From an optimization exercise on the open Yosys and OpenROAD flow, aimed at small area, a short achievable clock period and few clock cycles per item; shortcuts taken in it are not production practice. At most, simulation tests tie the RTL to the original design; equivalence was not proved.

## audio_sequencer_timing_fsm
module audio_sequencer_timing_fsm (
    input  wire        clk,
    input  wire        rst,             
    input  wire [11:0] spt_i,           
    input  wire [4:0]  loop_bars_i,     
    input  wire [35:0] pan_i,           
    input  wire [47:0] vol_i,           
    input  wire [17:0] smp_i,           
    input  wire [95:0] len_i,           
    input  wire        start_i,
    input  wire        complete_i,
    output wire        stream_start_o,
    output wire [1:0]  stream_slot_o,
    output wire        ring_we_o,
    output wire [1:0]  ring_slot_o,
    output wire [4:0]  ring_frame_o,
    output wire [31:0] ring_wdata_o,
    output reg         song_re_o,
    output wire [3:0]  song_b_o,
    input  wire [2:0]  song_d_i,
    output reg         pat_re_o,
    output reg  [2:0]  pat_p_o,
    output reg  [2:0]  pat_v_o,
    output wire [6:0]  pat_t_o,
    input  wire [7:0]  pat_d_i,
    output wire        samp_re_o,
    output wire [2:0]  samp_k_o,
    output wire [11:0] samp_i_o,
    input  wire [15:0] samp_d_i
);
    wire frame_start;
    wire may_issue;
    ring_ctrl u_ring (
        .clk            (clk),
        .rst            (rst),
        .start_i        (start_i),
        .complete_i     (complete_i),
        .issue          (frame_start),
        .may_issue      (may_issue),
        .frame_done     (ring_we_o),
        .filling        (ring_slot_o),
        .frame_idx      (ring_frame_o),
        .stream_start_o (stream_start_o),
        .stream_slot_o  (stream_slot_o)
    );
    wire [3:0] bar;
    wire [6:0] tick;
    wire       tick_start;
    timing_fsm u_timing (
        .clk         (clk),
        .rst         (rst),
        .advance     (frame_start),
        .spt_i       (spt_i),
        .loop_bars_i (loop_bars_i),
        .bar         (bar),
        .tick        (tick),
        .tick_start  (tick_start)
    );
    assign song_b_o = bar;
    assign pat_t_o  = tick;
    localparam [2:0] S_IDLE  = 3'd0,    
                     S_FRAME = 3'd1,    
                     S_SONG  = 3'd2,    
                     S_SDAT  = 3'd3,    
  ...
export LEC_CHECK = 0
export ABC_CLOCK_PERIOD_IN_PS = 4000
export CAP_MARGIN = 70
export CORE_MARGIN = 2
export CORE_UTILIZATION = 40
export PLACE_DENSITY = 0.6
export SLEW_MARGIN = 70
create_clock -name core_clock -period 14.0 [get_ports {clk}]
run.sh (not shown) runs the stock make flow with config.mk's settings and CLKGATE_MAP_FILE= SYNTH_SCRIPT=/design/flow/synth_recipe.tcl, a recipe that flattens the netlist after the stock synthesis.
==> next run, changes <==
--- a/flow/config.mk
+++ b/flow/config.mk
@@ -7,7 +7,7 @@
 export LEC_CHECK = 0
 export ABC_CLOCK_PERIOD_IN_PS = 4000
-export CAP_MARGIN = 70
+export CAP_MARGIN = 20
 export CORE_MARGIN = 2
 export CORE_UTILIZATION = 40
 export PLACE_DENSITY = 0.6
-export SLEW_MARGIN = 70
+export SLEW_MARGIN = 20
The changed run completed without violations.
Clock-buffer cell count is unchanged.
No run of this note included a check of the RTL's function; only the layout flow was run.

---

audio_sequencer_timing_fsm, a different RTL version from the one above (not shown whole).
Size in the first run: about 3300 cells after synthesis, roughly 320 I/O pins, roughly 32000 sq um of cells after synthesis.
Design audio_sequencer_timing_fsm, start of the top module:
module audio_sequencer_timing_fsm (
    input  wire        clk,
    input  wire        rst,             
    input  wire [11:0] spt_i,           
    input  wire [4:0]  loop_bars_i,     
    input  wire [35:0] pan_i,           
    input  wire [47:0] vol_i,           
    input  wire [17:0] smp_i,           
    input  wire [95:0] len_i,           
    input  wire        start_i,
    input  wire        complete_i,
    output wire        stream_start_o,
    output wire [1:0]  stream_slot_o,
    output wire        ring_we_o,
    output wire [1:0]  ring_slot_o,
    output wire [4:0]  ring_frame_o,
    output wire [31:0] ring_wdata_o,
    output reg         song_re_o,
    output wire [3:0]  song_b_o,
    input  wire [2:0]  song_d_i,
    output reg         pat_re_o,
    output reg  [2:0]  pat_p_o,
    output reg  [2:0]  pat_v_o,
    output wire [6:0]  pat_t_o,
    input  wire [7:0]  pat_d_i,
    output wire        samp_re_o,
    output wire [2:0]  samp_k_o,
    output wire [11:0] samp_i_o,
    input  wire [15:0] samp_d_i
);
    wire frame_start;
    wire may_issue;
    wire frame_next;
    ring_ctrl u_ring (
        .clk            (clk),
        .rst            (rst),
        .start_i        (start_i),
  ...
Settings: LEC_CHECK=0, ABC_CLOCK_PERIOD_IN_PS=4000, CAP_MARGIN=70, CORE_MARGIN=2, CORE_UTILIZATION=40, CTS_CLUSTER_DIAMETER=70, CTS_CLUSTER_SIZE=20, PLACE_DENSITY=0.6, SLEW_MARGIN=70, SYNTH_HIERARCHICAL=1; clock period 14.0 ns.
standard.sh (not shown) runs the stock make flow with config.mk's settings and CLKGATE_MAP_FILE= SYNTH_SCRIPT=/design/flow/synth_recipe.tcl, a recipe that flattens the netlist after the stock synthesis.
==> flow/flow/run.sh <==
#!/bin/bash
# Layout flow: the standard layout (standard.sh, every ORFS step as the
# standard flow runs it), with the port buffers that global placement puts on
# every input and output made sky130_fd_sc_hd__buf_2 cells.
set -e
export BUFFER_PORTS_ARGS="-buffer_cell sky130_fd_sc_hd__buf_2"
bash standard.sh > standard.log 2>&1
The baseline finished with timing, DRC and antenna clean.
Testbench counts at the start, summed over its fixed seeds: cycles 18,920, frames 16,384.
Rerun with:
Settings changed: CTS_CLUSTER_DIAMETER 70 to default, CTS_CLUSTER_SIZE 20 to default.
Outcome: Wire length increases slightly; maximum frequency went up slightly; global-route usage is higher by 0.23 points; critical path depth is unchanged; utilization rose by 0.87 points; setup slack improved by 19 ps.

---

Another version of the RTL of audio_sequencer_timing_fsm (not shown whole).
For scale: about 3300 cells after synthesis, about 320 I/O pins.
==> flow/config.mk <==
export PLATFORM = sky130hd
export DESIGN_NAME = audio_sequencer_timing_fsm
export DESIGN_NICKNAME = audio_sequencer_timing_fsm
export VERILOG_FILES = /design/flow/design.v
export SDC_FILE = /design/flow/constraint.sdc
export NUM_CORES = 4
export LEC_CHECK = 0
export ABC_CLOCK_PERIOD_IN_PS = 4000
export CAP_MARGIN = 70
export CORE_MARGIN = 2
export CORE_UTILIZATION = 40
export PLACE_DENSITY = 0.6
export SLEW_MARGIN = 70
export SYNTH_HIERARCHICAL = 1
==> flow/constraint.sdc <==
create_clock -name core_clock -period 14.0 [get_ports {clk}]
set_input_delay 2.8000 -clock core_clock [delete_from_list [all_inputs] [get_ports {clk}]]
set_output_delay 2.8000 -clock core_clock [all_outputs]
set_load 0.01 [all_outputs]
==> flow/flow/run.sh <==
#!/bin/bash
# Layout flow: the standard layout (standard.sh, every ORFS step as the
# standard flow runs it), with the port buffers that global placement puts on
# every input and output made sky130_fd_sc_hd__buf_1 cells.
set -e
export BUFFER_PORTS_ARGS="-buffer_cell sky130_fd_sc_hd__buf_1"
bash standard.sh > standard.log 2>&1
The starting point completed without violations.
Testbench counts at the start, summed over its fixed seeds: cycles 18,904, frames 16,384.
==> next run, changes <==
==> flow/flow/run.sh (replaced) <==
#!/bin/bash
# Layout flow: the standard layout (standard.sh, every ORFS step as the
# standard flow runs it), with the port buffers that global placement puts on
# every input and output made sky130_fd_sc_hd__buf_2 cells.
set -e
export BUFFER_PORTS_ARGS="-buffer_cell sky130_fd_sc_hd__buf_2"
bash standard.sh > standard.log 2>&1
=> Final cell count hardly moves. Setup slack degrades by 0.43 ns. Global-route usage hardly moves. Sequential share of layout area goes down by 0.34 points. Via count is about the same. Synthesized cell count is unchanged. Wire length is higher by 1.1%. Area after synthesis is unchanged. Sequential cell count stays the same. Non-clock buffer count is higher by 10.

---

Another version of the RTL of audio_sequencer_timing_fsm (not shown whole).
For scale: about 320 I/O pins.
## audio_sequencer_timing_fsm
module audio_sequencer_timing_fsm (
    input  wire        clk,
    input  wire        rst,             
    input  wire [11:0] spt_i,           
    input  wire [4:0]  loop_bars_i,     
    input  wire [35:0] pan_i,           
    input  wire [47:0] vol_i,           
    input  wire [17:0] smp_i,           
    input  wire [95:0] len_i,           
    input  wire        start_i,
    input  wire        complete_i,
    output wire        stream_start_o,
    output wire [1:0]  stream_slot_o,
    output wire        ring_we_o,
    output wire [1:0]  ring_slot_o,
    output wire [4:0]  ring_frame_o,
    output wire [31:0] ring_wdata_o,
    output reg         song_re_o,
    output wire [3:0]  song_b_o,
    input  wire [2:0]  song_d_i,
    output reg         pat_re_o,
    output reg  [2:0]  pat_p_o,
    output reg  [2:0]  pat_v_o,
    output wire [6:0]  pat_t_o,
    input  wire [7:0]  pat_d_i,
    output wire        samp_re_o,
    output wire [2:0]  samp_k_o,
    output wire [11:0] samp_i_o,
    input  wire [15:0] samp_d_i
);
Settings: LEC_CHECK=0, ABC_CLOCK_PERIOD_IN_PS=4000, CAP_MARGIN=50, CORE_MARGIN=2, CORE_UTILIZATION=40, CTS_CLUSTER_DIAMETER=70, CTS_CLUSTER_SIZE=20, PLACE_DENSITY=0.6, SLEW_MARGIN=50, SYNTH_HIERARCHICAL=1; clock period 14.0 ns.
==> flow/flow/run.sh <==
#!/bin/bash
# Layout flow: the standard layout (standard.sh, every ORFS step as the
# standard flow runs it), with the port buffers that global placement puts on
# every input and output made sky130_fd_sc_hd__buf_2 cells.
set -e
export BUFFER_PORTS_ARGS="-buffer_cell sky130_fd_sc_hd__buf_2"
bash standard.sh > standard.log 2>&1
The first run ran to the end with no violations.
Testbench counts at the start, summed over its fixed seeds: cycles 18,920, frames 16,384.
Rerun with:
- CAP_MARGIN: 50 -> 70
- CTS_CLUSTER_DIAMETER: 70 -> default
- CTS_CLUSTER_SIZE: 20 -> default
- SLEW_MARGIN: 50 -> 70
=>
- final area rose by a few percent
- area after synthesis does not change
- register-to-register slack improves by 190 ps
- setup slack improves by 220 ps
- synthesized cell count stays the same
- routed wire length rose slightly
- sequential share of layout area fell by 1.3 points
- critical path depth fell by 5
- non-clock buffer count rose by 16
- via count rose slightly

---

Another version of the RTL of audio_sequencer_timing_fsm (not shown whole).
For scale: about 590 flip-flops, ~320 I/O pins.
Design audio_sequencer_timing_fsm, start of the top module:
module audio_sequencer_timing_fsm (
    input  wire        clk,
    input  wire        rst,             
    input  wire [11:0] spt_i,           
    input  wire [4:0]  loop_bars_i,     
    input  wire [35:0] pan_i,           
    input  wire [47:0] vol_i,           
    input  wire [17:0] smp_i,           
    input  wire [95:0] len_i,           
    input  wire        start_i,
    input  wire        complete_i,
    output wire        stream_start_o,
    output wire [1:0]  stream_slot_o,
    output wire        ring_we_o,
    output wire [1:0]  ring_slot_o,
    output wire [4:0]  ring_frame_o,
    output wire [31:0] ring_wdata_o,
    output reg         song_re_o,
    output reg  [3:0]  song_b_o,
    input  wire [2:0]  song_d_i,
    output reg         pat_re_o,
    output reg  [2:0]  pat_p_o,
    output reg  [2:0]  pat_v_o,
    output reg  [6:0]  pat_t_o,
    input  wire [7:0]  pat_d_i,
    output wire        samp_re_o,
    output wire [2:0]  samp_k_o,
    output wire [11:0] samp_i_o,
    input  wire [15:0] samp_d_i
);
Settings: LEC_CHECK=0, ABC_CLOCK_PERIOD_IN_PS=4000, CAP_MARGIN=70, CORE_MARGIN=2, CORE_UTILIZATION=40, CTS_CLUSTER_DIAMETER=70, CTS_CLUSTER_SIZE=20, PLACE_DENSITY=0.6, SLEW_MARGIN=70, SYNTH_HIERARCHICAL=1; clock period 14.0 ns.
run.sh (not shown) runs the stock make flow with config.mk's settings and CLKGATE_MAP_FILE= SYNTH_SCRIPT=/design/flow/synth_recipe.tcl, a recipe that flattens the netlist after the stock synthesis.
Stock flow here: none of the scripts above is used.
The first run produced a clean layout.
Testbench counts at the start, summed over its fixed seeds: cycles 18,920, frames 16,384.
Next try:
==> flow/flow/run.sh (new file) <==
#!/bin/bash
# Layout flow: the standard layout (standard.sh, every ORFS step as the
# standard flow runs it), with the port buffers that global placement puts on
# every input and output made sky130_fd_sc_hd__buf_2 cells.
set -e
export BUFFER_PORTS_ARGS="-buffer_cell sky130_fd_sc_hd__buf_2"
bash standard.sh > standard.log 2>&1
==> flow/standard.sh (new file) <==
#!/bin/bash
# synth_recipe.tcl (not shown) runs the flow's synth.tcl, then flattens the netlist and writes it again
# the make line also repeats each setting of config.mk as NAME=value (left out here)
make -C /OpenROAD-flow-scripts/flow DESIGN_CONFIG=/design/flow/config.mk WORK_HOME=/design/flow/orfs CLKGATE_MAP_FILE= SYNTH_SCRIPT=/design/flow/synth_recipe.tcl "${@:-finish}"
removed: flow/run.sh
Effect:
- The new run completed without violations
- global-route usage went down by 0.28 points
- non-clock buffer count decreases by 5
- setup slack improves by 0.38 ns
- wire length is lower slightly
- via count barely changes
- die area stays the same
- worst hold slack stays flat
- final cell count stays the same

## afterwards: timing with drivers on the ports
Ports are ideal in the flow. The routed layouts listed here were re-timed in OpenROAD.
Step 1 sets driving cells, clkbuf_16 on the clock port and buf_2 on the other inputs (assumed; they add their load-dependent delay and slew).
Step 2 adds t to the input delays and takes it off the output delays; t is the mean of the earliest and latest rising clock arrival at the registers after step 1. Input paths then give back, and output paths get back, about the clock's delay inside the block.
Slacks: no drivers / after step 1 / after step 2; pairs: no drivers / after step 1.
run	t (ns)	setup WS [ns]	worst setup path at the end	clock arrival spread, ns	cell pins on the clock port's net
the first run of note 1	0.681	8.761 / 8.761 / 8.761	register to register	0.064 / 0.065	1
the second run of note 1	0.682	8.117 / 8.117 / 8.117	register to register	0.060 / 0.059	1
the first run of note 2	0.661	9.590 / 9.590 / 9.278	input to register	0.048 / 0.048	1
the second run of note 2	0.707	9.609 / 9.609 / 9.287	input to register	0.057 / 0.057	1
the first run of note 3	0.685	9.622 / 9.622 / 9.547	input to register	0.031 / 0.031	1
the second run of note 3	0.681	9.193 / 9.193 / 9.193	register to register	0.030 / 0.030	1
the first run of note 4	0.646	9.700 / 9.735 / 9.089	input to register	0.044 / 0.044	1
the second run of note 4	0.663	9.920 / 9.861 / 9.339	input to register	0.031 / 0.031	1
the first run of note 5	0.662	9.644 / 9.576 / 9.212	input to register	0.042 / 0.042	1
the second run of note 5	0.673	10.024 / 9.951 / 9.482	input to register	0.029 / 0.029	1
After both steps every run listed still meets setup and hold. The setup slack of the first run of note 4, which loses most, moves by +0.035 ns with the drivers and by -0.611 ns with both steps.
